Background: an optimization exercise with open tools, aiming at small area, a short achievable clock period and few clock cycles. Do not read the settings as production practice. Where RTL was checked, it was by simulation tests only, not by an equivalence proof against the original. No functional check of the RTL was part of runs 5 and 6. No activity file was given, so power comes from the tool's default toggle rates.

==> flow/design.v <==
module sixel_encoder (
    input  wire        clk,
    input  wire        rst,           
    input  wire        start,         
    input  wire [15:0] width,
    input  wire [15:0] height,
    input  wire [15:0] dbuf_base,
    input  wire [7:0]  ncols,
    output reg         busy,
    output reg         done,
    output reg  [2:0]  err_code,
    output reg         mem_req,
    output reg  [15:0] mem_addr,
    input  wire [7:0]  mem_rdata,
    output reg         out_valid,
    output reg  [7:0]  out_data,
    input  wire        out_ready
);
    localparam E_NONE    = 3'd0;
    localparam E_PRECOND = 3'd3;
    localparam E_BUS     = 3'd6;
    localparam E_CONFIG  = 3'd7;
    localparam RS_IDLE = 3'd0;
    localparam RS_PRE  = 3'd1;    
    localparam RS_CHK  = 3'd2;    
    localparam RS_RD   = 3'd3;    
    localparam RS_END  = 3'd5;    
    localparam E_IDLE  = 4'd0;
    localparam E_HASH  = 4'd1;    
    localparam E_PCD   = 4'd2;    
    localparam E_FIRST = 4'd3;    
    localparam E_ACC   = 4'd4;    
    localparam E_RUN   = 4'd5;    
    localparam E_RDIG  = 4'd6;    
    localparam E_RCH   = 4'd7;    
    localparam E_TERM  = 4'd8;    
    localparam E_FIN   = 4'd9;    
    reg [15:0] w_r;           
    reg [7:0]  n_r;
    reg        w1;            
    reg [2:0]  rs;
    reg [15:0] rows_left;     
    reg        mb_r;          
    reg [2:0]  rl_r;          
    reg [15:0] col_rem;       
    reg        sl_r;          
    reg [2:0]  k;             
    reg        dir;           
    reg        walk;          
    reg        stl;           
    reg        cend_r;        
    reg        cy;            
    reg [7:0]  pc;            
    reg        lp_r;          
    reg [1:0]  pch;           
    reg [3:0]  pct, pcu;
    reg        cq_res;        
    reg        v_d;
    reg [2:0]  k_d;
    reg        cend_d;
    reg        slast_d;
    reg [5:0]  mask;
    reg [5:0]  colq;
    reg        colq_v;
    reg        colq_l;        
    reg [3:0]  es;
    reg [5:0]  cur;
    reg [2:0]  d4;            
    reg [3:0]  d3, d2, d1, d0;
    reg [2:0]  di;
    reg        fin;
    wire       len_le3  = (d4 == 3'd0) && (d3 == 4'd0) && (d2 == 4'd0) &&
                          (d1 == 4'd0) && (d0[3:2] == 2'b00);
    wire [2:0] len_top  = (d4 != 3'd0) ? 3'd4 :
                          (d3 != 4'd0) ? 3'd3 :
                          (d2 != 4'd0) ? 3'd2 :
                          (d1 != 4'd0) ? 3'd1 : 3'd0;
    wire [2:0] pc_top   = (pch != 2'd0) ? 3'd2 : (pct != 4'd0) ? 3'd1 : 3'd0;
    wire       c0 = (d0 == 4'd9);
    wire       c1 = c0 && (d1 == 4'd9);
    wire       c2 = c1 && (d2 == 4'd9);
    wire       c3 = c2 && (d3 == 4'd9);
    wire [3:0] i0 = c0 ? 4'd0 : d0 + 4'd1;
    wire [3:0] i1 = c0 ? (c1 ? 4'd0 : d1 + 4'd1) : d1;
    wire [3:0] i2 = c1 ? (c2 ? 4'd0 : d2 + 4'd1) : d2;
    wire [3:0] i3 = c2 ? (c3 ? 4'd0 : d3 + 4'd1) : d3;
    wire [2:0] i4 = c3 ? d4 + 3'd1 : d4;
    reg [3:0] digit;
    always @(*) begin
        case (di)
            3'd4:    digit = {1'b0, d4};
            3'd3:    digit = d3;
            3'd2:    digit = d2;
            3'd1:    digit = d1;
            default: digit = d0;
        endcase
    end
    wire [7:0] sixchar = 8'h3F + {2'b00, cur};
    reg        s_valid;
    reg  [7:0] s_data;
    wire       o_free = !out_valid || out_ready;
    wire       room   = !s_valid;
    reg        emit;
    reg  [7:0] ebyte;
    always @(*) begin
        emit  = room;
        ebyte = sixchar;
        case (es)
            E_HASH:  ebyte = 8'h23;
            E_PCD:   ebyte = {4'h3, digit};
            E_RUN:   ebyte = len_le3 ? sixchar : 8'h21;
            E_RDIG:  ebyte = {4'h3, digit};
            E_RCH:   ebyte = sixchar;
            E_TERM:  ebyte = (pc == 8'd0) ? 8'h2D : 8'h24;
            default: emit  = 1'b0;
        endcase
    end
    wire consume = colq_v && (es == E_FIRST || (es == E_ACC && colq == cur)) ||
                   room && !fin && ((es == E_RUN && len_le3 && d0 == 4'd1) || es == E_RCH);
    wire       op_one   = cend_r && (!sl_r || (lp_r && !dir));
    wire       op_back  = cend_r && sl_r && !lp_r;
    wire       op_up    = !cend_r && dir;
    wire [15:0] opnd  = (op_one || stl) ? 16'd0 : ((op_back || op_up) ? ~w_r : w_r);
    wire [17:0] sum2  = {1'b0, mem_addr, 1'b1} + {1'b0, opnd, !op_up && !stl};
    wire [16:0] sum   = sum2[17:1];
    wire       can_res = w1 ? (!cq_res && es == E_FIRST) : (!cq_res || consume);
    wire [2:0] k_next  = dir ? (k - 3'd1) : (k + 3'd1);
    wire       kn_end  = dir ? (k_next == 3'd0) : (k_next == rl_r);
    wire       col_rem0 = (col_rem == 16'd0);
    wire       nb_more = (rows_left > 16'd12);
    wire [2:0] nb_rl   = nb_more ? 3'd5 : (rows_left[2:0] - 3'd7);
    always @(posedge clk) begin
        if (rs == RS_IDLE)
            mem_addr <= dbuf_base;
        else if (rs == RS_PRE || (rs == RS_CHK && col_rem0))
            mem_addr <= {d3, d2, d1, d0};
        else
            mem_addr <= sum[15:0];
    end
    always @(posedge clk) begin
        begin
            done     <= 1'b0;
            err_code <= E_NONE;    
            v_d     <= mem_req;
            k_d     <= k;
            cend_d  <= mem_req && cend_r;
            slast_d <= sl_r;
            if (v_d) begin
                if (cend_d) begin
                    colq   <= mask | ({5'd0, mem_rdata == pc} << k_d);
                    colq_v <= 1'b1;
                    colq_l <= slast_d;
                    mask   <= 6'd0;
                    if (slast_d) begin
                        if (lp_r) begin
                            pc   <= 8'd0;
                            lp_r <= 1'b0;
                            pch  <= 2'd0;
                            pct  <= 4'd0;
                            pcu  <= 4'd0;
                        end else begin
                            pc   <= pc + 8'd1;
                            lp_r <= (pc + 8'd1 == n_r);
                            if (pcu == 4'd9) begin
                                pcu <= 4'd0;
                                if (pct == 4'd9) begin
                                    pct <= 4'd0;
                                    pch <= pch + 2'd1;
                                end else begin
                                    pct <= pct + 4'd1;
                                end
                            end else begin
                                pcu <= pcu + 4'd1;
                            end
                        end
                    end
                end else begin
                    mask   <= mask | ({5'd0, mem_rdata == pc} << k_d);
                end
            end
            case (rs)
                RS_IDLE: begin
                    w_r       <= width;
                    n_r       <= ncols;
                    rows_left <= height;
                    col_rem   <= width;
                    cy        <= 1'b0;
                    cend_r    <= 1'b0;
                    dir       <= 1'b0;
                    walk      <= 1'b0;
                    stl       <= 1'b0;
                    {d3, d2, d1, d0} <= dbuf_base;
                    if (start) begin
                        busy <= 1'b1;
                        rs   <= RS_PRE;
                    end
                end
                RS_PRE: begin
                    w_r     <= col_rem - 16'd1;
                    col_rem <= rows_left;
                    w1      <= (col_rem == 16'd1);
                    mb_r    <= (rows_left > 16'd6);
                    rl_r    <= (rows_left > 16'd5) ? 3'd5 : (rows_left[2:0] - 3'd1);
                    if (n_r == 8'd0) begin
                        err_code <= E_PRECOND;
                        done     <= 1'b1;
                        busy     <= 1'b0;
                        rs       <= RS_IDLE;
                    end else if (col_rem0 || rows_left == 16'd0) begin
                        err_code <= E_CONFIG;
                        done     <= 1'b1;
                        busy     <= 1'b0;
                        rs       <= RS_IDLE;
                    end else begin
                        rs       <= RS_CHK;
                    end
                end
                RS_CHK: begin
                    if (cy && (!col_rem0 || mem_addr != 16'd0)) begin
                        err_code <= E_BUS;
                        done     <= 1'b1;
                        busy     <= 1'b0;
                        rs       <= RS_IDLE;
                    end else if (col_rem0) begin
                        col_rem  <= w_r;
                        sl_r     <= w1;
                        k        <= 3'd0;
                        dir      <= 1'b0;
                        cend_r   <= (rl_r == 3'd0);
                        pc       <= 8'd0;
                        lp_r     <= 1'b0;
                        pch      <= 2'd0;
                        pct      <= 4'd0;
                        pcu      <= 4'd0;
                        mem_req  <= !(w1 && rl_r == 3'd0);
                        stl      <= (w1 && rl_r == 3'd0);
                        mask     <= 6'd0;
                        rs       <= RS_RD;
                        es       <= E_HASH;
                    end else begin
                        cy       <= sum[16];
                        col_rem  <= col_rem - 16'd1;
                    end
                end
                RS_RD: begin
                    if (!stl) begin
                        if (!cend_r) begin
                            k        <= k_next;
                            cend_r   <= kn_end;
                            mem_req  <= !walk && (!kn_end || can_res);
                            stl      <= !walk && kn_end && !can_res;
                        end else begin
                            if (!walk) cq_res <= 1'b1;
                            if (walk || (sl_r && lp_r && mb_r && !dir)) begin
                                k         <= 3'd0;
                                walk      <= 1'b0;
                                col_rem   <= w_r;
                                sl_r      <= w1;
                                rows_left <= rows_left - 16'd6;
                                mb_r      <= nb_more;
                                rl_r      <= nb_rl;
                                cend_r    <= (nb_rl == 3'd0);
                                mem_req   <= (nb_rl != 3'd0);
                                stl       <= (nb_rl == 3'd0);
                            end else if (!sl_r) begin
                                col_rem  <= col_rem - 16'd1;
                                sl_r     <= (col_rem == 16'd1);
                                dir      <= ~dir;
                                cend_r   <= (rl_r == 3'd0);
                                mem_req  <= (rl_r != 3'd0);
                                stl      <= (rl_r == 3'd0);
                            end else if (!lp_r) begin
                                col_rem  <= w_r;
                                sl_r     <= w1;
                                dir      <= ~dir;
                                cend_r   <= (rl_r == 3'd0);
                                mem_req  <= (rl_r != 3'd0);
                                stl      <= (rl_r == 3'd0);
                            end else if (!mb_r) begin
                                mem_req <= 1'b0;
                                stl     <= 1'b0;
                                rs      <= RS_END;
                            end else begin
                                k        <= 3'd1;
                                dir      <= 1'b0;
                                sl_r     <= 1'b0;
                                walk     <= 1'b1;
                                cend_r   <= 1'b0;      
                                mem_req  <= 1'b0;
                            end
                        end
                    end else begin
                        mem_req <= !cend_r || can_res;
                        stl     <= cend_r && !can_res;
                    end
                end
                default: ;
            endcase
            if (room) begin
                case (es)
                    E_HASH: begin
                        {d4, d3, d2, d1, d0} <= {3'd0, 4'd0, 2'd0, pch, pct, pcu};
                        di <= pc_top;
                        es <= E_PCD;
                    end
                    E_PCD: begin
                        di <= di - 3'd1;
                        if (di == 3'd0) es <= E_FIRST;
                    end
                    E_RUN: begin
                        if (len_le3) begin
                            d0 <= d0 - 4'd1;
                            if (d0 == 4'd1) begin
                                if (fin) begin
                                    es <= E_TERM;
                                end else begin
                                    cur <= colq;
                                    {d4, d3, d2, d1, d0} <= 19'd1;
                                    fin <= colq_l;
                                    es  <= colq_l ? E_RUN : E_ACC;
                                end
                            end
                        end else begin
                            di <= len_top;
                            es <= E_RDIG;
                        end
                    end
                    E_RDIG: begin
                        di <= di - 3'd1;
                        if (di == 3'd0) es <= E_RCH;
                    end
                    E_RCH: begin
                        if (fin) begin
                            es <= E_TERM;
                        end else begin
                            cur <= colq;
                            {d4, d3, d2, d1, d0} <= 19'd1;
                            fin <= colq_l;
                            es  <= colq_l ? E_RUN : E_ACC;
                        end
                    end
                    E_TERM: es <= (rs == RS_END) ? E_FIN : E_HASH;
                    default: ;
                endcase
            end
            case (es)
                E_FIRST: begin
                    if (colq_v) begin
                        cur <= colq;
                        {d4, d3, d2, d1, d0} <= 19'd1;
                        fin <= colq_l;
                        es  <= colq_l ? E_RUN : E_ACC;
                    end
                end
                E_ACC: begin
                    if (colq_v) begin
                        if (colq == cur) begin
                            {d4, d3, d2, d1, d0} <= {i4, i3, i2, i1, i0};
                            if (colq_l) begin
                                fin <= 1'b1;
                                es  <= E_RUN;
                            end
                        end else begin
                            fin <= 1'b0;
                            es  <= E_RUN;
                        end
                    end
                end
                E_FIN: begin
                    if (o_free && !s_valid) begin
                        done <= 1'b1;
                        busy <= 1'b0;
                        rs   <= RS_IDLE;
                        es   <= E_IDLE;
                    end
                end
                default: ;
            endcase
            if (o_free) begin
                out_valid <= s_valid || emit;
                out_data  <= s_valid ? s_data : ebyte;
                s_valid   <= 1'b0;
            end else if (emit) begin
                s_valid <= 1'b1;
                s_data  <= ebyte;
            end
            if (consume) begin
                colq_v <= 1'b0;
                cq_res <= 1'b0;
            end
        end
        if (rst) begin
            rs        <= RS_IDLE;
            es        <= E_IDLE;
            busy      <= 1'b0;
            done      <= 1'b0;
            mem_req   <= 1'b0;
            out_valid <= 1'b0;
            s_valid   <= 1'b0;
            cq_res    <= 1'b0;
            colq_v    <= 1'b0;
            v_d       <= 1'b0;
            cend_d    <= 1'b0;
        end
    end
endmodule
==> flow/flow/run.sh <==
#!/bin/bash
# The standard layout (the standard.sh: the standard synthesis and the
# standard ORFS steps, at the design's clock period and SDC), with two
# changes in how the layout is made:
#  - the port buffers that global placement inserts are
#    sky130_fd_sc_hd__buf_2 instead of the delay cell buffer_ports picks by
#    default; every port is still buffered;
#  - repair_timing works to a setup slack margin of 9.0 ns, so it sizes and
#    buffers the paths that set the achieved period. The clock period and the
#    constraints are the design's.
# ORFS writes each tool's log under orfs/logs; make's own output goes to
# standard_flow.log.
set -euo pipefail
export BUFFER_PORTS_ARGS="-buffer_cell sky130_fd_sc_hd__buf_2"
export SETUP_SLACK_MARGIN=9.0
bash standard.sh > standard_flow.log 2>&1
==> flow/standard.sh <==
#!/bin/bash
# synth_recipe.tcl (not shown) runs the flow's synth.tcl, then flattens the netlist and writes it again
# the make line also repeats each setting of config.mk as NAME=value (left out here)
make -C /OpenROAD-flow-scripts/flow DESIGN_CONFIG=/design/flow/config.mk WORK_HOME=/design/flow/orfs CLKGATE_MAP_FILE= SYNTH_SCRIPT=/design/flow/synth_recipe.tcl "${@:-finish}"
==> flow/config.mk <==
export PLATFORM = sky130hd
export DESIGN_NAME = sixel_encoder
export DESIGN_NICKNAME = sixel_encoder
export VERILOG_FILES = /design/flow/design.v
export SDC_FILE = /design/flow/constraint.sdc
export NUM_CORES = 4
export LEC_CHECK = 0
export CAP_MARGIN = 20
export CORE_MARGIN = 2
export CORE_UTILIZATION = 70
export CTS_BUF_LIST = sky130_fd_sc_hd__clkbuf_8
export CTS_CLUSTER_SIZE = 10
export PLACE_DENSITY = 0.8
export SLEW_MARGIN = 20
==> flow/constraint.sdc <==
create_clock -name core_clock -period 13.0 [get_ports {clk}]
set_input_delay 2.6000 -clock core_clock [delete_from_list [all_inputs] [get_ports {clk}]]
set_output_delay 2.6000 -clock core_clock [all_outputs]
set_load 0.01 [all_outputs]
==> impl_results.md, run 1 <==
- Simple-gate portion of the synthesized area: 0.207
- CTS Buf Count: 17
- Worst Tran Pin Value: 1.03 ns
- CP top delay family: flip-flops
- Register area share after synthesis: 0.408
- Nets: 1,471
- Relative slew slack: 0.308
- Final Critical Period: 3.69 ns
- Final setup TNS: 0 ns
- Startpoint Class: register
- Layout cells sized above 1: 0.136
- Clock slew seen by the registers of the worst setup and hold paths: 0.10 ns
- Total GRT Usage: 0.332
- Yosys warnings: 1
- Final cell count without fillers: 1,583
- Final setup violation count: 0
- # rows: 47
- Vias in the first global route: 9,463
- Storage cell area: 4770 um^2
- Clock Skews: 0.0152 ns
- Clock Path Buffers: 2
- Syn Nets: 1,419
- First-pass GRT wire length: 47.1 mm
- Comb pwr share: 0.308
- DRC: 0
- Netlist cell types: 96
- Post-cts hold buffer count: 0
- Count of input and output buffers: 97
- Sequential share of power: 0.473
- Root Buffer: clkbuf_8
- Largest net degree at the start of global routing: 36
- HPWL Detailed: 22.1 mm
- P_int: 1040 uW
- Die area: 17,800 um^2
- Highest Clock Rate: 271 MHz
- Final wirelength: 29.2 mm
- Leakage power: 0.00497 uW
- Placed insts: 1,551
- Switching part of the total: 0.361
- WL/cell: 18.5 um
- Diodes inserted: 0
- Crit Path Class: register to primary output
- CTS H-tree lvls: 4
- Grt ovf: 0
- CTS tree: done
- Vias per cell: 6.35
- Sw Pwr: 589 uW
- RSZ-0062 raised after global routing: no
- Clk pwr share: 0.218
- Clock Sinks: 184
- Largest family of logic cells by synthesized area: simple AND/OR/NAND/NOR gates
- XOR/XNOR Fraction of Synth Area: 0.0689
- Adder-cell area share of the yosys netlist: 0.0580
- Slowest CP cell: dfxtp_1
- Area grow syn2layout: 7.61%
- FF-to-FF setup slack: 9.41 ns
- Endpoints failing hold: 0
- Chip height: 133 um
- Core ar.: 16,500 um^2
- Flops & latches, synth: 184
- IO Count: 99
- Post-Synthesis Cells: 1,298
- CP bufs+invs: 1
- Clock Latency Late Sink: 0.47 ns
- Mux contribution to synthesized area: 0.0185
- Min Hold Slack: 0.416 ns
- Status: no timing/DRC/antenna violations
- Detailed Routing Iterations Pass 1: 5
- Fillers: 1,248
- Compound-Gate Fraction of Synth Area: 0.197
- Worst Setup End Kind: primary output
- Synth Cell Area: 11,700 um^2
- Commonest non-fill, non-tap cell in the layout: nor2_1
- Vias post-DR: 10.1k
- Die W: 133 um
- CP cell instances: buf_2
- DRT antenna net count: 0
- DR iter-0 viols: 918
- Pwr per Cell Area: 130 nW/um^2
- Initial Utilization: 0.710
- Slew Viols, Final: 0
- Worst min path class: register to register
- Crit path DAT: 1.09 ns
- Crit path largest cell delay: 0.45 ns
- CP max FO: 4
- Synthesized area per cell: 9.01 um^2
- Initial antenna violation count: 0
- Data required, critical path: 10.40 ns
- Ys async rst share: 0
- Post-synth EDFFs: 109
- Primary FF master, synth: edfxtp_1
- Final Cycle Share: 0.284
- Most frequent cells in the layout: nor2_1, nand2_1, edfxtp_1, buf_2, a21oi_1
- Multi-input gate area: 6460 um^2
- Peak VDD IR: 0.0839 mV
- GPL Wtd Cong: 0.949
- MaxCap Viol Count: 0
## sequential cells by signal, summed over array words and instances, names as in the netlist, 6 cells and up
name / flops
col_rem: 16
mem_addr: 16
rows_left: 16
w_r: 16
n_r: 8
pc: 8
out_data: 7
s_data: 7
colq: 6
cur: 6
mask: 6
## cell usage after synthesis (32+ instances only)
master    number  share of area
inv_1         50          0.016
nor2_1       141          0.045
nor3_1        32          0.014
nand2_1      123          0.039
xnor2_1       56          0.042
edfxtp_1     109           0.28
a21oi_1       94          0.040
xor2_1        36          0.027
o21ai_0       91          0.039
ha_1          51          0.055
clkbuf_1      51          0.016
dfxtp_1       75           0.13
## power by group through the flow
stage,Combinational [uW],Clock (uW),Sequential [uW]
6_report,503,356,772
5_1_grt,560,382,779
4_1_cts,495,359,768
3_5_place_dp,491,0,780
3_3_place_gp,481,0,781
2_1_floorplan,389,0,750
## layer usage
metal	track usage	part of all wire
met4	0.138	0.032
met3	0.0590	0.074
met1	0.454	0.43
met5	0	0
met2	0.526	0.47
## worst paths after layout
check / from / end / cells after the start
max: mem_addr[0]$_DFF_P_ / mem_addr[0] / 1
min: k[2]$_SDFFCE_PN0P_ / k_d[2]$_DFF_P_ / 0
max reg2reg: lp_r$_DFF_P_ / mem_addr[10]$_DFF_P_ / 14
min reg2reg: k[2]$_SDFFCE_PN0P_ / k_d[2]$_DFF_P_ / 0
## metrics by stage
| step | setup WS [ns] | cell area, um^2 | utilization | total power, uW |
|---|---|---|---|---|
| global placement | 8.94 | 12200 | 0.741 | 1260 |
| detailed placement | 8.88 | 12200 | 0.741 | 1270 |
| floorplan | 9.26 | 11700 | - | 1140 |
| CTS | 9.25 | 12600 | 0.763 | 1620 |
| finish | 9.31 | 12600 | 0.764 | 1630 |
| global route | 9.14 | 12600 | 0.764 | 1720 |
## area by class of cell
class                      instances  share of cell area
clock buffer                      17              0.0186
clock inverter                    15             0.00965
inverter                          50              0.0149
multi-input combinational        994               0.513
sequential                       184               0.379
tap                              220              0.0219
timing repair buffer             103              0.0422
## kinds of logic after synthesis
kind of cell | Yosys count
AO/OA/AOI/OAI | 352
XOR/XNOR | 92
adder cells (fa/ha/maj) | 53
buffers and inverters | 120
flip-flops | 184
multiplexers | 20
other | 1
AND/OR/NAND/NOR | 476
## what timing repair did
action                                  CTS  global route
endpoints found under the setup margin    1             5
buffers inserted                          0             0
gates resized for setup                   1             4
Testbench counts, summed over its fixed seeds: cycles 153,244.
==> run 2, diff against run 1 <==
--- a/flow/flow/run.sh
+++ b/flow/flow/run.sh
@@ -7,3 +7,3 @@
 #    default; every port is still buffered;
-#  - repair_timing works to a setup slack margin of 9.0 ns, so it sizes and
+#  - repair_timing works to a setup slack margin of 9.3 ns, so it sizes and
 #    buffers the paths that set the achieved period. The clock period and the
@@ -14,3 +14,3 @@
 export BUFFER_PORTS_ARGS="-buffer_cell sky130_fd_sc_hd__buf_2"
-export SETUP_SLACK_MARGIN=9.0
+export SETUP_SLACK_MARGIN=9.3
 bash standard.sh > standard_flow.log 2>&1
==> run 2 against run 1 <==
Against the previous run: sequential power about the same; flip-flop and latch count unchanged; via count increased by 1.1%; critical path type unchanged; largest power group unchanged.
==> impl_results.md, run 2 <==
- CP top delay family: flip-flops (unchanged)
- Vias post-DR: 10.2k (was 10.1k)
- Final wirelength: 28.8 mm (was 29.2 mm)
- Clock Latency Late Sink: 0.47 ns (about the same)
- Final setup violation count: 0 (unchanged)
- Cell with the most instances after synthesis: nor2_1 (unchanged)
- Most frequent cells in the layout: nor2_1, nand2_1, edfxtp_1, buf_2, a21oi_1 (unchanged)
- Reg2reg start: cend_r$_DFFE_PP_ (was lp_r$_DFF_P_)
- Compound-Gate Fraction of Synth Area: 0.197 (unchanged)
- Crit path largest cell delay: 0.44 ns (was 0.45 ns)
- Fillers: 1,250 (was 1,248)
- Status: no timing/DRC/antenna violations (unchanged)
- Total GRT Usage: 0.322 (was 0.332)
- Sink of the worst hold path: k_d[2]$_DFF_P_ (unchanged)
- Leakage power: 0.00502 uW (was 0.00497 uW)
- Synth Cell Area: 11,700 um^2 (unchanged)
- Vias per cell: 6.40 (was 6.35)
- Clock Sinks: 184 (unchanged)
- Crit path DAT: 1.07 ns (was 1.09 ns)
- Simple-gate portion of the synthesized area: 0.207 (unchanged)
- # rows: 47 (unchanged)
- Nets: 1,477 (was 1,471)
- Die W: 133 um (unchanged)
- GPL Wtd Cong: 0.941 (was 0.949)
- Relative slew slack: 0.353 (was 0.308)
- Min Hold Slack: 0.417 ns (was 0.416 ns)
- HPWL Detailed: 21.4 mm (was 22.1 mm)
- Core ar.: 16,500 um^2 (unchanged)
- HP Start: k[2]$_SDFFCE_PN0P_ (unchanged)
- Die area: 17,800 um^2 (unchanged)
- Largest net degree at the start of global routing: 36 (unchanged)
- Peak VDD IR: 0.0789 mV (was 0.0839 mV)
- Post-Synthesis Cells: 1,298 (unchanged)
- Worst min path class: register to register (unchanged)
- Multi-input gate area: 6480 um^2 (was 6460 um^2)
- RR Endpoint: mem_addr[10]$_DFF_P_ (unchanged)
- Clock Path Buffers: 2 (unchanged)
- CP max FO: 3 (was 4)
- Top cells by count, synth: nor2_1, nand2_1, edfxtp_1 (unchanged)
- Post-synth top area cell: edfxtp_1 (unchanged)
- Netlist cell types: 96 (unchanged)
- Ys async rst share: 0 (unchanged)
- Final Core Density: 0.769 (was 0.764)
- Crit Path Class: register to primary output (unchanged)
- DRC: 0 (unchanged)
- FF-to-FF setup slack: 9.50 ns (was 9.41 ns)
- RSZ-0062 raised after global routing: no (unchanged)
- DR iter-0 viols: 1,092 (was 918)
- Mux contribution to synthesized area: 0.0185 (unchanged)
- Chip height: 133 um (unchanged)
- Worst Setup End Kind: primary output (unchanged)
- Highest Clock Rate: 272 MHz (was 271 MHz)
- Synth area leaders: edfxtp_1, dfxtp_1, ha_1 (unchanged)
- Yosys warnings: 1 (unchanged)
- Post-synth EDFFs: 109 (unchanged)
- Final Cycle Share: 0.282 (was 0.284)
- Final setup TNS: 0 ns (unchanged)
- Adder-cell area share of the yosys netlist: 0.0580 (unchanged)
- CTS tree: done (unchanged)
- Syn Nets: 1,419 (unchanged)
- Post-synth top area share: 0.280 (unchanged)
- Pwr per Cell Area: 130 nW/um^2 (about the same)
- XOR/XNOR Fraction of Synth Area: 0.0689 (unchanged)
- Detailed Routing Iterations Pass 1: 5 (unchanged)
- Critical Path Stages: 1 (unchanged)
- Slowest CP cell: dfxtp_1 (unchanged)
- Storage cell area: 4780 um^2 (was 4770 um^2)
- Slew Viols, Final: 0 (unchanged)
- Area grow syn2layout: 8.33% (was 7.61%)
- Post-cts hold buffer count: 0 (unchanged)
- Grt ovf: 0 (unchanged)
- Layout cells sized above 1: 0.143 (was 0.136)
- Count of input and output buffers: 97 (unchanged)
- Largest family of logic cells by synthesized area: simple AND/OR/NAND/NOR gates (unchanged)
- Clock slew seen by the registers of the worst setup and hold paths: 0.10 ns (about the same)
- MaxCap Viol Count: 0 (unchanged)
- WL/cell: 18.2 um (was 18.5 um)
- CTS H-tree lvls: 4 (unchanged)
- Hold path depth: 0 (unchanged)
- R2R depth: 12 (was 14)
- Clock Skews: 0.0145 ns (was 0.0152 ns)
- Data required, critical path: 10.40 ns (about the same)
- IO Count: 99 (unchanged)
- Register area share after synthesis: 0.408 (unchanged)
- Final Critical Period: 3.67 ns (was 3.69 ns)
- Initial Utilization: 0.710 (unchanged)
- DRT antenna net count: 0 (unchanged)
- Startpoint Class: register (unchanged)
- Endpoints failing hold: 0 (unchanged)
- Synthesized area per cell: 9.01 um^2 (unchanged)
- CP bufs+invs: 1 (unchanged)
- Worst Tran Pin Value: 0.969 ns (was 1.03 ns)
- Primary FF master, synth: edfxtp_1 (unchanged)
- CP cell instances: buf_2 (unchanged)
- Vias in the first global route: 9,150 (was 9,463)
- Commonest non-fill, non-tap cell in the layout: nor2_1 (unchanged)
- First-pass GRT wire length: 45.8 mm (was 47.1 mm)
- Flops & latches, synth: 184 (unchanged)
- Diodes inserted: 0 (unchanged)
- Root Buffer: clkbuf_8 (unchanged)
- CTS Buf Count: 17 (unchanged)
- Initial antenna violation count: 0 (unchanged)
[run 2: cell count changes in the layout (fill, tap and decap cells not counted), moves of 2 or more]
| cell | previous run | this run |
|---|---|---|
| inv_6 | 1 | 4 |
| dfxtp_2 | 0 | 3 |
| inv_8 | 4 | 1 |
| clkinvlp_4 | 4 | 2 |
| buf_4 | 6 | 12 |
| dfxtp_1 | 75 | 72 |
| inv_4 | 2 | 0 |
[run 2: cell families (layout without fill, tap and decap cells)]
group | after synthesis | after routing
fa+ha+maj | 53 | 53
xor+xnor | 92 | 92
flops | 184 | 184
buf+inv | 120 | 191
compound gates | 352 | 352
other cells | 1 | 1
simple gates | 476 | 476
mux | 20 | 20
[run 2: what timing repair did]
item / in CTS / in global routing
gates cloned: 0 / 0
pin swaps: 0 / 0
gates resized for setup: 7 / 4
setup endpoints to repair: 29 / 7
setup buffers: 0 / 7
endpoints found under the hold margin: 0 / 0
[run 2: area by class of cell]
| type | count | area share |
|---|---|---|
| Sequential cell | 184 | 0.377 |
| Timing Repair Buffer | 109 | 0.0454 |
| Tap cell | 220 | 0.0217 |
| Clock inverter | 14 | 0.00958 |
| Clock buffer | 18 | 0.0196 |
| Multi-Input combinational cell | 994 | 0.511 |
| Inverter | 50 | 0.0151 |
[run 2: per-stage QoR]
step | setup slack [ns] | std cells | instance area [um^2] | power [uW]
after CTS | 9.30 | 1582 | 12600 | 1640
after floorplan | 9.35 | 1298 | 11700 | 1140
after global routing | 9.30 | 1589 | 12700 | 1730
after global placement | 8.99 | 1550 | 12200 | 1260
final | 9.33 | 1589 | 12700 | 1650
after detailed placement | 8.86 | 1550 | 12200 | 1270
[run 2: report_power, final]
part	internal, uW	switching, uW	leakage (uW)
Combinational	223	288	0.00316
Sequential	686	83.6	0.00167
Clock	158	213	0.000194
Total	1070	585	0.00502
[run 2: how the worst max path moves through the flow]
stage,start,end
5_1_grt,mem_addr[4]$_DFF_P_,mem_addr[4]
3_3_place_gp,rs[2]$_SDFF_PP0_,mem_addr[9]$_DFF_P_
2_1_floorplan,mem_rdata[5],mask[0]$_DFF_P_
4_1_cts,mem_addr[0]$_DFF_P_,mem_addr[0]
3_5_place_dp,rs[2]$_SDFF_PP0_,mem_addr[9]$_DFF_P_
6_report,mem_addr[7]$_DFF_P_,mem_addr[7]
[run 2: routing by layer]
metal,vias to the layer above,global-route usage,wire (um)
met4,0,0.112,655
met5,-,0,0
met3,58,0.0575,2360
li1,4860,-,-
met2,484,0.512,13500
met1,4763,0.449,12300
==> run 3, diff against run 2 <==
--- a/flow/design.v
+++ b/flow/design.v
@@ -42,4 +42,2 @@
     reg [15:0] rows_left;     
-    reg        mb_r;          
-    reg [2:0]  rl_r;          
     reg [15:0] col_rem;       
@@ -127,2 +125,4 @@
     wire [2:0] k_next  = dir ? (k - 3'd1) : (k + 3'd1);
+    wire       mb_r    = (rows_left > 16'd6);                  
+    wire [2:0] rl_r    = mb_r ? 3'd5 : (rows_left[2:0] - 3'd1);   
     wire       kn_end  = dir ? (k_next == 3'd0) : (k_next == rl_r);
@@ -201,4 +201,2 @@
                     w1      <= (col_rem == 16'd1);
-                    mb_r    <= (rows_left > 16'd6);
-                    rl_r    <= (rows_left > 16'd5) ? 3'd5 : (rows_left[2:0] - 3'd1);
                     if (n_r == 8'd0) begin
@@ -259,4 +257,2 @@
                                 rows_left <= rows_left - 16'd6;
-                                mb_r      <= nb_more;
-                                rl_r      <= nb_rl;
                                 cend_r    <= (nb_rl == 3'd0);
==> run 3 against run 2 <==
Against the previous run: highest routed layer unchanged; still clean; synthesized cell count down 1.3%; design area down 2.4%; sequential power down 2%; flip-flop and latch count is 4 lower; via count increased by 0.16%; power rose by 0.69%; final cell count shrank 0.69%.
==> impl_results.md, run 3 <==
- CP top delay family: flip-flops (unchanged)
- Peak VDD IR: 0.118 mV (was 0.0789 mV)
- HP Start: k[2]$_SDFFCE_PN0P_ (unchanged)
- Initial Utilization: 0.712 (was 0.710)
- Synth Cell Area: 11,300 um^2 (was 11,700 um^2)
- Detailed Routing Iterations Pass 1: 7 (was 5)
- Synthesized area per cell: 8.79 um^2 (was 9.01 um^2)
- Post-synth top area share: 0.280 (about the same)
- Most frequent cells in the layout: nand2_1, nor2_1, edfxtp_1, buf_2 (was nor2_1, nand2_1, edfxtp_1, buf_2, a21oi_1)
- Post-synth top area cell: edfxtp_1 (unchanged)
- Vias in the first global route: 9,093 (was 9,150)
- CTS H-tree lvls: 4 (unchanged)
- IO Count: 99 (unchanged)
- Clock Path Buffers: 2 (unchanged)
- Primary FF master, synth: edfxtp_1 (unchanged)
- GPL Wtd Cong: 0.933 (was 0.941)
- First-pass GRT wire length: 46.1 mm (was 45.8 mm)
- CP cell instances: buf_2 (unchanged)
- Top cells by count, synth: nand2_1, nor2_1, edfxtp_1 (was nor2_1, nand2_1, edfxtp_1)
- CTS tree: done (unchanged)
- Crit path DAT: 1.08 ns (was 1.07 ns)
- Final Cycle Share: 0.283 (was 0.282)
- Final setup TNS: 0 ns (unchanged)
- Grt ovf: 0 (unchanged)
- Synth area leaders: edfxtp_1, dfxtp_1, ha_1 (unchanged)
- Slew Viols, Final: 0 (unchanged)
- Worst Tran Pin Value: 0.968 ns (was 0.969 ns)
- Layout cells sized above 1: 0.140 (was 0.143)
- Data required, critical path: 10.40 ns (about the same)
- Ys async rst share: 0 (unchanged)
- # rows: 46 (was 47)
- CP max FO: 3 (unchanged)
- Chip height: 131 um (was 133 um)
- Post-cts hold buffer count: 0 (unchanged)
- Endpoints failing hold: 0 (unchanged)
- Leakage power: 0.00487 uW (was 0.00502 uW)
- Final setup violation count: 0 (unchanged)
- Reg2reg start: lp_r$_DFF_P_ (was cend_r$_DFFE_PP_)
- Syn Nets: 1,401 (was 1,419)
- Clock slew seen by the registers of the worst setup and hold paths: 0.11 ns (was 0.10 ns)
- WL/cell: 18.8 um (was 18.2 um)
- Relative slew slack: 0.352 (was 0.353)
- Worst min path class: register to register (unchanged)
- Final Critical Period: 3.68 ns (was 3.67 ns)
- HPWL Detailed: 21.8 mm (was 21.4 mm)
- Worst Setup End Kind: primary output (unchanged)
- Slowest CP cell: dfxtp_1 (unchanged)
- Status: no timing/DRC/antenna violations (unchanged)
- RSZ-0062 raised after global routing: yes (was no)
- Highest Clock Rate: 272 MHz (about the same)
- MaxCap Viol Count: 0 (unchanged)
- Root Buffer: clkbuf_8 (unchanged)
- DRT antenna net count: 0 (unchanged)
- Vias post-DR: 10.2k (about the same)
- Clock Sinks: 180 (was 184)
- Cell with the most instances after synthesis: nand2_1 (was nor2_1)
- Vias per cell: 6.45 (was 6.40)
- Final wirelength: 29.7 mm (was 28.8 mm)
- Core ar.: 15,800 um^2 (was 16,500 um^2)
- Total GRT Usage: 0.347 (was 0.322)
- Largest net degree at the start of global routing: 41 (was 36)
- Diodes inserted: 0 (unchanged)
- Yosys warnings: 1 (unchanged)
- CP bufs+invs: 1 (unchanged)
- Nets: 1,469 (was 1,477)
- Initial antenna violation count: 1 (was 0)
- Post-synth EDFFs: 105 (was 109)
- Post-Synthesis Cells: 1,281 (was 1,298)
- DRC: 0 (unchanged)
- Crit path launch: mem_addr[2]$_DFF_P_ (was mem_addr[7]$_DFF_P_)
- Count of input and output buffers: 97 (unchanged)
- CTS Buf Count: 17 (unchanged)
- Clock Latency Late Sink: 0.49 ns (was 0.47 ns)
- Min Hold Slack: 0.429 ns (was 0.417 ns)
- DR iter-0 viols: 1,086 (was 1,092)
- Flops & latches, synth: 180 (was 184)
- Netlist cell types: 81 (was 96)
- Die W: 131 um (was 133 um)
- Commonest non-fill, non-tap cell in the layout: nand2_1 (was nor2_1)
- Crit Path Class: register to primary output (unchanged)
- Register area share after synthesis: 0.413 (was 0.408)
- Startpoint Class: register (unchanged)
- Clock Skews: 0.0146 ns (was 0.0145 ns)
- Area grow syn2layout: 9.77% (was 8.33%)
- Pwr per Cell Area: 135 nW/um^2 (was 130 nW/um^2)
- Fillers: 1,123 (was 1,250)
- Die area: 17,100 um^2 (was 17,800 um^2)
- Crit path largest cell delay: 0.43 ns (was 0.44 ns)
## run 3: cell count changes after synthesis, sizes merged, moves of 10 or more
cell	delta
nand3	-13
nand2	+20
xor2	-13
xnor2	+11
or2	+10
buf	-11
## run 3: final cells by class
| class | instances | area, um^2 | share of cell area |
|---|---|---|---|
| multi-input cells | 989 | 6210 | 0.502 |
| flip-flops and latches | 180 | 4660 | 0.377 |
| repair buffers | 109 | 604 | 0.0489 |
| well taps | 216 | 270 | 0.0219 |
| clock buffers | 17 | 234 | 0.0189 |
| inverters | 52 | 195 | 0.0158 |
| clock inverters | 15 | 186 | 0.0151 |
## run 3: power by group
part	internal (uW)	switching (uW)
clock network	164	240
logic	221	284
registers	672	81.5
total	1060	606
## run 3: path summary, 6_finish.rpt
path	depth (start not counted)	slack, ns	end
worst max-delay path	1	9.32	mem_addr[2]
worst min-delay path	0	0.43	k_d[2]$_DFF_P_
worst max register to register	13	9.46	mem_addr[14]$_DFF_P_
worst min register to register	0	0.43	k_d[2]$_DFF_P_
## run 3: cells by family (layout without fill, tap and decap cells)
logic type	count (synthesis)	in the layout	share of synthesized area
xor+xnor	90	90	0.0700
simple gates	492	492	0.212
fa+ha+maj	52	52	0.0591
buf+inv	112	193	0.0386
other cells	1	1	0.000333
flops	180	180	0.413
compound gates	335	335	0.189
mux	19	19	0.0183
## run 3: routing by layer
| metal | GRT usage | vias up | share of wire | wire (um) |
|---|---|---|---|---|
| met3 | 0.0737 | 84 | 0.080 | 2380 |
| met4 | 0.140 | 0 | 0.033 | 966 |
| met5 | 0 | - | 0 | 0 |
| met1 | 0.452 | 4812 | 0.42 | 12300 |
| li1 | - | 4806 | - | - |
| met2 | 0.567 | 479 | 0.47 | 14000 |
## run 3: through the flow
| stage | instances | area (um^2) | utilization | total power [uW] | setup slack, ns |
|---|---|---|---|---|---|
| 4_1_cts | 1574 | 12300 | 0.776 | 1640 | 9.27 |
| 3_3_place_gp | 1542 | 11900 | 0.749 | 1230 | 8.97 |
| 5_1_grt | 1578 | 12400 | 0.781 | 1750 | 9.20 |
| 2_1_floorplan | 1281 | 11300 | - | 1110 | 9.34 |
| 3_5_place_dp | 1542 | 11900 | 0.749 | 1250 | 8.96 |
| 6_report | 1578 | 12400 | 0.781 | 1660 | 9.32 |
## run 3: what timing repair did
action                                  4_1_cts  5_1_grt
pin swaps                                     0        1
gates resized for setup                       4        7
endpoints found under the setup margin        6       21
setup buffers                                 0        3
Testbench counts of run 3, summed over its fixed seeds: cycles 153,244.
==> run 4, diff against run 3 <==
--- a/flow/design.v
+++ b/flow/design.v
@@ -96,6 +96,4 @@
     wire [7:0] sixchar = 8'h3F + {2'b00, cur};
-    reg        s_valid;
-    reg  [7:0] s_data;
     wire       o_free = !out_valid || out_ready;
-    wire       room   = !s_valid;
+    wire       room   = o_free;
     reg        emit;
@@ -365,3 +363,3 @@
                 E_FIN: begin
-                    if (o_free && !s_valid) begin
+                    if (o_free) begin
                         done <= 1'b1;
@@ -375,8 +373,4 @@
             if (o_free) begin
-                out_valid <= s_valid || emit;
-                out_data  <= s_valid ? s_data : ebyte;
-                s_valid   <= 1'b0;
-            end else if (emit) begin
-                s_valid <= 1'b1;
-                s_data  <= ebyte;
+                out_valid <= emit;
+                out_data  <= ebyte;
             end
@@ -394,3 +388,2 @@
             out_valid <= 1'b0;
-            s_valid   <= 1'b0;
             cq_res    <= 1'b0;
==> run 4 against run 3 <==
Against the previous run: sequential share of layout area fell by 1.5 points; critical endpoint is now mem_addr[13]; power grew 1.8%; critical path type unchanged; worst setup slack better by 0.013 ns; flip-flop and latch count fell by 8; non-clock buffer count rose by 5; fmax is 0.36% higher; global-route usage rose by 0.37 points.
==> impl_results.md, run 4 <==
- Clock Latency Late Sink: 0.48 ns (was 0.49 ns)
- Most frequent cells in the layout: nand2_1, nor2_1, edfxtp_1, buf_2, o21ai_0 (was nand2_1, nor2_1, edfxtp_1, buf_2)
- Slew Viols, Final: 0 (unchanged)
- Clock Sinks: 172 (was 180)
- Chip height: 130 um (was 131 um)
- Root Buffer: clkbuf_8 (unchanged)
- Highest Clock Rate: 273 MHz (was 272 MHz)
- Yosys warnings: 1 (unchanged)
- Clock Path Buffers: 2 (unchanged)
- Ys async rst share: 0 (unchanged)
- Syn Nets: 1,399 (was 1,401)
- Diodes inserted: 0 (unchanged)
- Area grow syn2layout: 9.86% (was 9.77%)
- Die W: 130 um (was 131 um)
- Nets: 1,471 (was 1,469)
- Largest net degree at the start of global routing: 45 (was 41)
- Synthesized area per cell: 8.70 um^2 (was 8.79 um^2)
- Grt ovf: 0 (unchanged)
- Synth Cell Area: 11,100 um^2 (was 11,300 um^2)
- Crit Path Class: register to primary output (unchanged)
- DR iter-0 viols: 1,033 (was 1,086)
- Vias in the first global route: 9,246 (was 9,093)
- First-pass GRT wire length: 46.3 mm (was 46.1 mm)
- Post-synth EDFFs: 98 (was 105)
- Final setup violation count: 0 (unchanged)
- Clk pwr share: 0.218 (was 0.243)
- Commonest non-fill, non-tap cell in the layout: nand2_1 (unchanged)
- CP cell instances: buf_2 (unchanged)
- # rows: 46 (unchanged)
- P_int: 1050 uW (was 1060 uW)
- Post-synth top area cell: edfxtp_1 (unchanged)
- Layout cells sized above 1: 0.144 (was 0.140)
- Core ar.: 15,700 um^2 (was 15,800 um^2)
- Final setup TNS: 0 ns (unchanged)
- Switching part of the total: 0.381 (was 0.364)
- Count of input and output buffers: 97 (unchanged)
- Status: no timing/DRC/antenna violations (unchanged)
- Vias per cell: 6.36 (was 6.45)
- Netlist cell types: 87 (was 81)
- Worst min path class: register to register (unchanged)
- Pwr per Cell Area: 139 nW/um^2 (was 135 nW/um^2)
- Cell with the most instances after synthesis: nand2_1 (unchanged)
- Min Hold Slack: 0.428 ns (was 0.429 ns)
- MaxCap Viol Count: 0 (unchanged)
- DRC: 0 (unchanged)
- Vias post-DR: 10.0k (was 10.2k)
- Startpoint Class: register (unchanged)
- Data required, critical path: 10.40 ns (about the same)
- Crit path DAT: 1.06 ns (was 1.08 ns)
- CTS H-tree lvls: 4 (unchanged)
- CP top delay family: flip-flops (unchanged)
- Sw Pwr: 645 uW (was 606 uW)
- Relative slew slack: 0.297 (was 0.352)
- Worst Setup End Kind: primary output (unchanged)
- CTS Buf Count: 17 (unchanged)
- HPWL Detailed: 21.4 mm (was 21.8 mm)
- Worst Tran Pin Value: 1.04 ns (was 0.968 ns)
- CTS tree: done (unchanged)
- WL/cell: 18.6 um (was 18.8 um)
- Final wirelength: 29.4 mm (was 29.7 mm)
- IO Count: 99 (unchanged)
- Post-Synthesis Cells: 1,279 (was 1,281)
- Comb pwr share: 0.337 (was 0.304)
- Register area share after synthesis: 0.398 (was 0.413)
- Die area: 16,900 um^2 (was 17,100 um^2)
- Flops & latches, synth: 172 (was 180)
- Post-synth top area share: 0.265 (was 0.280)
- Sequential share of power: 0.446 (was 0.453)
- Crit path largest cell delay: 0.42 ns (was 0.43 ns)
- Total GRT Usage: 0.351 (was 0.347)
- Clock Skews: 0.0142 ns (was 0.0146 ns)
- Slowest CP cell: dfxtp_1 (unchanged)
- Detailed Routing Iterations Pass 1: 6 (was 7)
- Peak VDD IR: 0.0995 mV (was 0.118 mV)
- Final Power: 1690 uW (was 1660 uW)
- CP max FO: 3 (unchanged)
- Primary FF master, synth: edfxtp_1 (unchanged)
- GPL Wtd Cong: 0.948 (was 0.933)
- Final Cycle Share: 0.282 (was 0.283)
- Final Critical Period: 3.66 ns (was 3.68 ns)
- Endpoints failing hold: 0 (unchanged)
- DRT antenna net count: 0 (unchanged)
- Post-cts hold buffer count: 0 (unchanged)
- Synth area leaders: edfxtp_1, dfxtp_1, ha_1 (unchanged)
- CP bufs+invs: 1 (unchanged)
- Top cells by count, synth: nand2_1, nor2_1, edfxtp_1 (unchanged)
- Initial Utilization: 0.708 (was 0.712)
- Leakage power: 0.00489 uW (was 0.00487 uW)
- RSZ-0062 raised after global routing: no (was yes)
- Clock slew seen by the registers of the worst setup and hold paths: 0.11 ns (about the same)
- Initial antenna violation count: 0 (was 1)
## run 4: changes by cell type in the layout (fill, tap and decap cells not counted), moves of 8 or more
cell	change
xor2_1	+11
buf_4	+8
xnor2_1	-8
a221oi_1	+10
nand2_1	+16
a21o_1	+13
a21oi_1	-15
nor3_1	-12
mux2_2	-8
## run 4: worst paths after layout
path | from | slack (ns) | cells past startpoint | endpoint
setup / recovery | mem_addr[13]$_DFF_P_ | 9.34 | 1 | mem_addr[13]
hold reg to reg | k[1]$_SDFFCE_PN0P_ | 0.43 | 0 | k_d[1]$_DFF_P_
setup reg to reg | dir$_SDFFCE_PN0P_ | 9.68 | 12 | mem_addr[10]$_DFF_P_
hold / removal | k[1]$_SDFFCE_PN0P_ | 0.43 | 0 | k_d[1]$_DFF_P_
## run 4: power groups by stage
stage	Sequential, uW	Combinational (uW)	Clock [uW]
after floorplan	729	427	0
after global placement	761	537	0
after detailed placement	762	551	0
after CTS	751	556	370
after global routing	762	631	390
final	755	570	368
## run 4: routing by layer
layer | vias to the layer above | track usage | wire length, um
met2 | 497 | 0.559 | 13800
met4 | 0 | 0.142 | 917
met3 | 65 | 0.0693 | 2420
met5 | - | 0 | 0
met1 | 4704 | 0.472 | 12200
li1 | 4779 | - | -
## run 4: final cells by class
type / instances / area, um^2
Fill cell: 1173 / 3490
Sequential cell: 172 / 4430
Multi-Input combinational cell: 991 / 6320
Clock buffer: 17 / 234
Timing Repair Buffer: 114 / 613
Inverter: 55 / 211
Clock inverter: 15 / 144
Tap cell: 216 / 270
## run 4: timing repair
action                     4_1_cts  5_1_grt
buffers inserted                 6        5
pin swaps                        2        3
resized for setup                4        2
gates cloned                     1        0
setup endpoints to repair       14       16
## run 4: stage by stage
stage	worst slack, ns	cells	util	instance area [um^2]
after CTS	9.33	1574	0.775	12200
after floorplan	9.08	1279	-	11200
after detailed placement	8.60	1535	0.746	11700
after global routing	9.30	1580	0.778	12200
final	9.34	1580	0.778	12200
after global placement	8.68	1535	0.746	11700
## run 4: logic make-up (layout without fill, tap and decap cells)
kind of cell | Yosys count | in the layout | share of synthesized area
buf+inv | 117 | 201 | 0.0406
flops | 172 | 172 | 0.398
compound gates | 347 | 347 | 0.204
xor+xnor | 94 | 94 | 0.0752
simple gates | 481 | 482 | 0.208
fa+ha+maj | 52 | 52 | 0.0598
mux | 15 | 15 | 0.0141
other cells | 1 | 1 | 0.000337
Testbench counts of run 4, summed over its fixed seeds: cycles 158,102.
==> run 5, diff against run 4 <==
--- a/flow/design.v
+++ b/flow/design.v
@@ -42,2 +42,4 @@
     reg [15:0] rows_left;     
+    reg        mb_r;          
+    reg [2:0]  rl_r;          
     reg [15:0] col_rem;       
@@ -107,2 +109,6 @@
             E_RUN:   ebyte = len_le3 ? sixchar : 8'h21;
+            E_ACC: begin
+                emit  = room && colq_v && (colq != cur);
+                ebyte = len_le3 ? sixchar : 8'h21;
+            end
             E_RDIG:  ebyte = {4'h3, digit};
@@ -114,3 +120,4 @@
     wire consume = colq_v && (es == E_FIRST || (es == E_ACC && colq == cur)) ||
-                   room && !fin && ((es == E_RUN && len_le3 && d0 == 4'd1) || es == E_RCH);
+                   room && !fin && ((es == E_RUN && len_le3 && d0 == 4'd1) || es == E_RCH) ||
+                   room && colq_v && es == E_ACC && colq != cur && len_le3 && d0 == 4'd1;
     wire       op_one   = cend_r && (!sl_r || (lp_r && !dir));
@@ -123,4 +130,2 @@
     wire [2:0] k_next  = dir ? (k - 3'd1) : (k + 3'd1);
-    wire       mb_r    = (rows_left > 16'd6);                  
-    wire [2:0] rl_r    = mb_r ? 3'd5 : (rows_left[2:0] - 3'd1);   
     wire       kn_end  = dir ? (k_next == 3'd0) : (k_next == rl_r);
@@ -199,2 +204,4 @@
                     w1      <= (col_rem == 16'd1);
+                    mb_r    <= (rows_left > 16'd6);
+                    rl_r    <= (rows_left > 16'd5) ? 3'd5 : (rows_left[2:0] - 3'd1);
                     if (n_r == 8'd0) begin
@@ -255,2 +262,4 @@
                                 rows_left <= rows_left - 16'd6;
+                                mb_r      <= nb_more;
+                                rl_r      <= nb_rl;
                                 cend_r    <= (nb_rl == 3'd0);
@@ -356,5 +365,18 @@
                             end
-                        end else begin
+                        end else if (room) begin
                             fin <= 1'b0;
-                            es  <= E_RUN;
+                            if (len_le3) begin
+                                d0 <= d0 - 4'd1;
+                                if (d0 == 4'd1) begin
+                                    cur <= colq;
+                                    {d4, d3, d2, d1, d0} <= 19'd1;
+                                    fin <= colq_l;
+                                    es  <= colq_l ? E_RUN : E_ACC;
+                                end else begin
+                                    es  <= E_RUN;
+                                end
+                            end else begin
+                                di <= len_top;
+                                es <= E_RDIG;
+                            end
                         end
@@ -363,3 +385,3 @@
                 E_FIN: begin
-                    if (o_free) begin
+                    if (!out_valid) begin
                         done <= 1'b1;
==> run 5 against run 4 <==
Against the previous run: largest cell class unchanged; highest routed layer unchanged; non-clock buffer count up 4; clock power rose by 2%; worst hold slack got worse by 0.014 ns; wire length rose by 11%; design area up 4.7%; critical path depth is the same; synthesized cell count grew 7.7%; global-route usage up 2.1 points; core utilization up 0.24 points.
==> impl_results.md, run 5 <==
- Final Core Density: 0.780 (was 0.778)
- Initial Utilization: 0.711 (was 0.708)
- Yosys warnings: 1 (unchanged)
- Chip height: 133 um (was 130 um)
- IO Count: 99 (unchanged)
- Peak VDD IR: 0.102 mV (was 0.0995 mV)
- Sw Pwr: 842 uW (was 645 uW)
- CTS tree: done (unchanged)
- Top cells by count, synth: nand2_1, nor2_1, a21oi_1 (was nand2_1, nor2_1, edfxtp_1)
- Netlist cell types: 75 (was 87)
- First-pass GRT wire length: 52.6 mm (was 46.3 mm)
- Syn Nets: 1,502 (was 1,399)
- Worst min path class: register to register (unchanged)
- Post-Synthesis Cells: 1,378 (was 1,279)
- Endpoints failing hold: 0 (unchanged)
- MaxCap Viol Count: 0 (unchanged)
- Worst Tran Pin Value: 0.951 ns (was 1.04 ns)
- Slowest CP cell: dfxtp_1 (unchanged)
- Clock slew seen by the registers of the worst setup and hold paths: 0.11 ns (about the same)
- Fillers: 1,151 (was 1,173)
- DRC: 0 (unchanged)
- Slew Viols, Final: 0 (unchanged)
- Synthesized area per cell: 8.47 um^2 (was 8.70 um^2)
- DR iter-0 viols: 1,455 (was 1,033)
- Post-synth top area cell: edfxtp_1 (unchanged)
- Area grow syn2layout: 9.74% (was 9.86%)
- Worst Setup End Kind: primary output (unchanged)
- CP cell instances: buf_2 (unchanged)
- Vias per cell: 6.63 (was 6.36)
- Count of input and output buffers: 97 (unchanged)
- Total GRT Usage: 0.372 (was 0.351)
- # rows: 47 (was 46)
- Detailed Routing Iterations Pass 1: 6 (unchanged)
- Synth Cell Area: 11,700 um^2 (was 11,100 um^2)
- Commonest non-fill, non-tap cell in the layout: nand2_1 (unchanged)
- Layout cells sized above 1: 0.142 (was 0.144)
- FF-to-FF setup slack: 9.41 ns (was 9.68 ns)
- Clock Sinks: 176 (was 172)
- DRT antenna net count: 0 (unchanged)
- Final Critical Period: 3.70 ns (was 3.66 ns)
- Post-synth top area share: 0.255 (was 0.265)
- Vias in the first global route: 10.2k (was 9,246)
- Critical Path Stages: 1 (unchanged)
- Diodes inserted: 0 (unchanged)
- Final Cycle Share: 0.285 (was 0.282)
- GPL Wtd Cong: 0.983 (was 0.948)
- Largest net degree at the start of global routing: 42 (was 45)
- Clock Path Buffers: 2 (unchanged)
- Grt ovf: 0 (unchanged)
- Vias post-DR: 11.1k (was 10.0k)
- Sequential share of power: 0.413 (was 0.446)
- Nets: 1,567 (was 1,471)
- Leakage power: 0.00509 uW (was 0.00489 uW)
- Crit path DAT: 1.10 ns (was 1.06 ns)
- WL/cell: 19.5 um (was 18.6 um)
- Status: no timing/DRC/antenna violations (unchanged)
- Startpoint Class: register (unchanged)
- Clk pwr share: 0.185 (was 0.218)
- Die area: 17,700 um^2 (was 16,900 um^2)
- Final wirelength: 32.7 mm (was 29.4 mm)
- Clock Latency Late Sink: 0.49 ns (was 0.48 ns)
- Cell with the most instances after synthesis: nand2_1 (unchanged)
- Hold path depth: 0 (unchanged)
- Final setup violation count: 0 (unchanged)
- Register area share after synthesis: 0.387 (was 0.398)
- P_int: 1190 uW (was 1050 uW)
- R2R depth: 13 (was 12)
- Highest Clock Rate: 270 MHz (was 273 MHz)
- CTS Buf Count: 17 (unchanged)
- Die W: 133 um (was 130 um)
- Synth area leaders: edfxtp_1, dfxtp_1, ha_1 (unchanged)
- Post-synth EDFFs: 99 (was 98)
- Initial antenna violation count: 0 (unchanged)
- RSZ-0062 raised after global routing: yes (was no)
- Switching part of the total: 0.415 (was 0.381)
- Pwr per Cell Area: 158 nW/um^2 (was 139 nW/um^2)
- Final setup TNS: 0 ns (unchanged)
- Clock Skews: 0.0190 ns (was 0.0142 ns)
- Crit path largest cell delay: 0.44 ns (was 0.42 ns)
- CP max FO: 3 (unchanged)
- Ys async rst share: 0 (unchanged)
- CP bufs+invs: 1 (unchanged)
- Core ar.: 16,400 um^2 (was 15,700 um^2)
- Crit Path Class: register to primary output (unchanged)
- Comb pwr share: 0.402 (was 0.337)
- Root Buffer: clkbuf_8 (unchanged)
- Most frequent cells in the layout: nand2_1, nor2_1, a21oi_1, o21ai_0, edfxtp_1 (was nand2_1, nor2_1, edfxtp_1, buf_2, o21ai_0)
- CTS H-tree lvls: 4 (unchanged)
- Primary FF master, synth: edfxtp_1 (unchanged)
- Flops & latches, synth: 176 (was 172)
- Relative slew slack: 0.365 (was 0.297)
- CP top delay family: flip-flops (unchanged)
- HPWL Detailed: 23.9 mm (was 21.4 mm)
- Data required, critical path: 10.40 ns (about the same)
==> run 5: cell count changes after synthesis, moves of 8 or more <==
| cell | previous run | this run |
|---|---|---|
| nor3_1 | 29 | 40 |
| a21oi_1 | 83 | 109 |
| a22oi_1 | 5 | 14 |
| nand2b_1 | 14 | 27 |
| a31oi_1 | 18 | 26 |
| clkbuf_1 | 53 | 63 |
| nor2_1 | 129 | 151 |
| nand3_1 | 21 | 30 |
| o21ai_0 | 95 | 103 |
==> run 5: worst paths after layout <==
check	startpoint	end
worst max-delay path	mem_addr[4]$_DFF_P_	mem_addr[4]
worst min-delay path	k[2]$_SDFFCE_PN0P_	k_d[2]$_DFF_P_
worst max register to register	dir$_SDFFCE_PN0P_	cy$_DFFE_PP_
worst min register to register	k[2]$_SDFFCE_PN0P_	k_d[2]$_DFF_P_
==> run 5: what timing repair did <==
action | in CTS | in global routing
hold buffers | 0 | 0
resized for setup | 10 | 10
setup endpoints to repair | 33 | 25
buffers inserted | 6 | 4
pin swaps | 3 | 2
==> run 5: cell type report <==
cell class	count	area, um^2	share of cell area
sequential	176	4530	0.354
tap	220	275	0.0215
timing repair buffer	118	656	0.0512
clock buffer	18	248	0.0194
multi-input combinational	1074	6760	0.528
inverter	56	218	0.0170
clock inverter	14	121	0.00948
==> run 5: cells by family after synthesis <==
| logic type | after synthesis | share of synthesized area |
|---|---|---|
| other | 1 | 0.000321 |
| AND/OR/NAND/NOR | 530 | 0.220 |
| adder cells (fa/ha/maj) | 56 | 0.0614 |
| XOR/XNOR | 93 | 0.0698 |
| multiplexers | 11 | 0.0102 |
| flip-flops | 176 | 0.387 |
| buffers and inverters | 128 | 0.0427 |
| AO/OA/AOI/OAI | 383 | 0.209 |
==> run 5: stage by stage <==
step | hold WS (ns) | cells | setup WS (ns) | total power (uW) | instance area (um^2)
floorplan | 0.369 | 1378 | 9.20 | 1390 | 11700
global placement | 0.383 | 1634 | 8.40 | 1590 | 12300
detailed placement | 0.404 | 1634 | 8.36 | 1610 | 12300
CTS | 0.425 | 1672 | 9.25 | 1990 | 12700
global route | 0.441 | 1676 | 9.24 | 2140 | 12800
finish | 0.415 | 1676 | 9.30 | 2030 | 12800
==> run 5: per-layer routing <==
layer,share of wire,GRT usage,wire [um]
met5,0,0,0
met4,0.042,0.161,1370
met3,0.090,0.0734,2930
met2,0.48,0.616,15600
met1,0.39,0.478,12800
==> run 5: power by group through the flow <==
stage / logic, uW / clock network (uW) / registers (uW)
after global routing: 900 / 392 / 847
after CTS: 789 / 372 / 830
after global placement: 751 / 0 / 841
after detailed placement: 766 / 0 / 844
final: 815 / 375 / 839
after floorplan: 596 / 0 / 790
==> run 6, diff against run 5 <==
--- a/flow/design.v
+++ b/flow/design.v
@@ -56,3 +56,3 @@
     reg [3:0]  pct, pcu;
-    reg        cq_res;        
+    reg [1:0]  cq_n;          
     reg        v_d;
@@ -65,2 +65,4 @@
     reg        colq_l;        
+    reg        mfull;         
+    reg        ml;            
     reg [3:0]  es;
@@ -98,4 +100,6 @@
     wire [7:0] sixchar = 8'h3F + {2'b00, cur};
+    reg        s_valid;
+    reg  [7:0] s_data;
     wire       o_free = !out_valid || out_ready;
-    wire       room   = o_free;
+    wire       room   = !s_valid;
     reg        emit;
@@ -119,2 +123,3 @@
     end
+    wire [5:0] dval = (mfull ? 6'd0 : mask) | ({5'd0, mem_rdata == pc} << k_d);
     wire consume = colq_v && (es == E_FIRST || (es == E_ACC && colq == cur)) ||
@@ -128,3 +133,9 @@
     wire [16:0] sum   = sum2[17:1];
-    wire       can_res = w1 ? (!cq_res && es == E_FIRST) : (!cq_res || consume);
+    wire       two_ok  = (rl_r == 3'd0);
+    wire       q_free1 = (cq_n == 2'd0) || (cq_n == 2'd1 && consume);   
+    wire       q_free2 = (cq_n != 2'd2) || consume;                     
+    wire       can_res = w1 ? (cq_n == 2'd0 && es == E_FIRST) :
+                         ((sl_r || !two_ok) ? q_free1 : q_free2);
+    wire       can_res2 = !w1 && two_ok && q_free1;
+    wire       iss_cend = mem_req && cend_r;
     wire [2:0] k_next  = dir ? (k - 3'd1) : (k + 3'd1);
@@ -150,5 +161,24 @@
             slast_d <= sl_r;
-            if (v_d) begin
-                if (cend_d) begin
-                    colq   <= mask | ({5'd0, mem_rdata == pc} << k_d);
+            if (v_d && !cend_d) mask <= dval;
+            if (consume) begin
+                if (mfull) begin
+                    colq   <= mask;
+                    colq_l <= ml;
+                    if (v_d && cend_d) begin
+                        mask <= dval;
+                        ml   <= slast_d;
+                    end else begin
+                        mask  <= 6'd0;
+                        mfull <= 1'b0;
+                    end
+                end else if (v_d && cend_d) begin
+                    colq   <= dval;
+                    colq_l <= slast_d;
+                    mask   <= 6'd0;
+                end else begin
+                    colq_v <= 1'b0;
+                end
+            end else if (v_d && cend_d) begin
+                if (!colq_v) begin
+                    colq   <= dval;
                     colq_v <= 1'b1;
@@ -156,2 +186,10 @@
                     mask   <= 6'd0;
+                end else begin
+                    mask  <= dval;
+                    ml    <= slast_d;
+                    mfull <= 1'b1;
+                end
+            end
+            if (v_d) begin
+                if (cend_d) begin
                     if (slast_d) begin
@@ -179,4 +217,2 @@
                     end
-                end else begin
-                    mask   <= mask | ({5'd0, mem_rdata == pc} << k_d);
                 end
@@ -255,3 +291,2 @@
                         end else begin
-                            if (!walk) cq_res <= 1'b1;
                             if (walk || (sl_r && lp_r && mb_r && !dir)) begin
@@ -272,4 +307,4 @@
                                 cend_r   <= (rl_r == 3'd0);
-                                mem_req  <= (rl_r != 3'd0);
-                                stl      <= (rl_r == 3'd0);
+                                mem_req  <= (rl_r != 3'd0) || (can_res2 && col_rem != 16'd1);
+                                stl      <= (rl_r == 3'd0) && !(can_res2 && col_rem != 16'd1);
                             end else if (!lp_r) begin
@@ -279,4 +314,4 @@
                                 cend_r   <= (rl_r == 3'd0);
-                                mem_req  <= (rl_r != 3'd0);
-                                stl      <= (rl_r == 3'd0);
+                                mem_req  <= (rl_r != 3'd0) || can_res2;
+                                stl      <= (rl_r == 3'd0) && !can_res2;
                             end else if (!mb_r) begin
@@ -385,3 +420,3 @@
                 E_FIN: begin
-                    if (!out_valid) begin
+                    if (o_free && !s_valid) begin
                         done <= 1'b1;
@@ -395,9 +430,10 @@
             if (o_free) begin
-                out_valid <= emit;
-                out_data  <= ebyte;
-            end
-            if (consume) begin
-                colq_v <= 1'b0;
-                cq_res <= 1'b0;
+                out_valid <= s_valid || emit;
+                out_data  <= s_valid ? s_data : ebyte;
+                s_valid   <= 1'b0;
+            end else if (emit) begin
+                s_valid <= 1'b1;
+                s_data  <= ebyte;
             end
+            cq_n <= cq_n + {1'b0, iss_cend} - {1'b0, consume};
         end
@@ -410,4 +446,6 @@
             out_valid <= 1'b0;
-            cq_res    <= 1'b0;
+            s_valid   <= 1'b0;
+            cq_n      <= 2'd0;
             colq_v    <= 1'b0;
+            mfull     <= 1'b0;
             v_d       <= 1'b0;
==> run 6 against run 5 <==
Against the previous run: critical endpoint is now mem_addr[6]; first-iteration DRC count down 7.6%; critical path depth unchanged; fmax up 0.17%; core utilization down 0.38 points; synthesized cell count up 7.0%; final cell count up 5.3%; worst hold slack better by 0.059 ns; register-to-register slack better by 0.12 ns; clock skew down 0.0031 ns; power down 8.4%; area after synthesis up 6.6%; clock power up 5.6%.
==> impl_results.md, run 6 <==
- Detailed Routing Iterations Pass 1: 9 (was 6)
- Syn Nets: 1,600 (was 1,502)
- Final Cycle Share: 0.284 (was 0.285)
- Startpoint Class: register (unchanged)
- CTS tree: done (unchanged)
- M1 WL: 14.0 mm (was 12.8 mm)
- Post-Synthesis Cells: 1,474 (was 1,378)
- Vias post-DR: 11.5k (was 11.1k)
- Crit path launch: mem_addr[6]$_DFF_P_ (was mem_addr[4]$_DFF_P_)
- Clock Skews: 0.0160 ns (was 0.0190 ns)
- Status: no timing/DRC/antenna violations (unchanged)
- CP bufs+invs: 1 (unchanged)
- Synth Cell Area: 12,400 um^2 (was 11,700 um^2)
- Placed insts: 1,726 (was 1,634)
- GPL Wtd Cong: 0.993 (was 0.983)
- Min Hold Slack: 0.473 ns (was 0.415 ns)
- Comb pwr share: 0.344 (was 0.402)
- Final Power: 1860 uW (was 2030 uW)
- Sequential share of power: 0.443 (was 0.413)
- Fillers: 1,264 (was 1,151)
- Vias in the first global route: 10.6k (was 10.2k)
- Area grow syn2layout: 8.36% (was 9.74%)
- Reg2reg start: d3[0]$_DFFE_PP_ (was dir$_SDFFCE_PN0P_)
- Flops & latches, synth: 187 (was 176)
- Storage cell area: 4830 um^2 (was 4530 um^2)
- Nets: 1,653 (was 1,567)
- Slowest CP cell: dfxtp_1 (unchanged)
- CP top delay family: flip-flops (unchanged)
- HP Start: k[2]$_SDFFCE_PN0P_ (unchanged)
- Post-synth top area cell: edfxtp_1 (unchanged)
- DRT antenna net count: 0 (unchanged)
- Commonest non-fill, non-tap cell in the layout: nand2_1 (unchanged)
- Worst Tran Pin Value: 1.04 ns (was 0.951 ns)
- # rows: 48 (was 47)
- Grt ovf: 0 (unchanged)
- Sw Pwr: 711 uW (was 842 uW)
- Vias per cell: 6.51 (was 6.63)
- Largest net degree at the start of global routing: 47 (was 42)
- Clock slew seen by the registers of the worst setup and hold paths: 0.10 ns (was 0.11 ns)
- MaxCap Viol Count: 0 (unchanged)
- Final setup violation count: 0 (unchanged)
- Netlist cell types: 92 (was 75)
- Cell with the most instances after synthesis: nand2_1 (unchanged)
- First-pass GRT wire length: 53.0 mm (was 52.6 mm)
- Primary FF master, synth: edfxtp_1 (unchanged)
- Data required, critical path: 10.40 ns (about the same)
- Multi-input gate area: 7150 um^2 (was 6760 um^2)
- Crit path largest cell delay: 0.43 ns (was 0.44 ns)
- Synth area leaders: edfxtp_1, dfxtp_1, ha_1 (unchanged)
run 6: power groups by stage:
stage / Combinational (uW) / Clock [uW] / Sequential (uW)
6_report: 640 / 396 / 822
2_1_floorplan: 474 / 0 / 794
3_5_place_dp: 613 / 0 / 831
5_1_grt: 709 / 412 / 832
3_3_place_gp: 598 / 0 / 827
4_1_cts: 617 / 392 / 819
run 6: cell type report:
class,count,share of cell area
clock buffer,17,0.0174
clock inverter,15,0.0117
inverter,56,0.0162
multi-input combinational,1152,0.531
sequential,187,0.358
tap,225,0.0209
timing repair buffer,113,0.0449
run 6: worst paths after layout:
| kind | to | cells after the start |
|---|---|---|
| max | mem_addr[6] | 1 |
| min | k_d[2]$_DFF_P_ | 0 |
| max reg2reg | cq_n[1]$_SDFF_PP0_ | 14 |
| min reg2reg | k_d[2]$_DFF_P_ | 0 |
run 6: kinds of logic (layout without fill, tap and decap cells):
logic type,Yosys count,after routing,synth area share
fa+ha+maj,58,58,0.0596
mux,20,20,0.0173
xor+xnor,100,100,0.0704
buf+inv,135,201,0.0435
flops,187,187,0.387
other cells,1,1,0.000302
compound gates,410,410,0.207
simple gates,563,563,0.215
run 6: layer usage:
layer / up-vias / GRT usage
met5: - / 0
met4: 0 / 0.153
met3: 109 / 0.0666
met2: 614 / 0.567
met1: 5343 / 0.482
li1: 5429 / -
run 6: timing repair:
| action | 4_1_cts | 5_1_grt |
|---|---|---|
| hold buffers | 0 | 0 |
| resized for setup | 5 | 18 |
| buffers inserted | 0 | 7 |
| hold endpoints to repair | 0 | 0 |
| endpoints found under the setup margin | 9 | 36 |
run 6: worst reg2reg max path: stages (launching register included):
cell and delay, ns:
edfxtp_1 0.57, inv_1 0.09, ha_1 0.20, nor3b_2 0.17
nand4_2 0.20, nor3_1 0.11, o22ai_1 0.41, and2_2 0.39
clkinvlp_4 0.29, ha_1 0.36, inv_1 0.04, ha_1 0.18
xor2_1 0.16, xnor2_1 0.13, nor2_1 0.05
run 6: metrics by stage:
stage | setup slack, ns | utilization
floorplan | 9.31 | -
global placement | 8.92 | 0.747
detailed placement | 8.91 | 0.747
CTS | 9.30 | 0.770
global route | 9.30 | 0.776
finish | 9.31 | 0.776

Re-timed with assumed drivers on the ports (clkbuf_16 on the clock, buf_2 on other inputs), run 6 has 9.264 ns of setup slack against 9.307 ns with ideal ports, and 8.996 ns once port delays also move by the mid clock arrival of 0.532 ns.
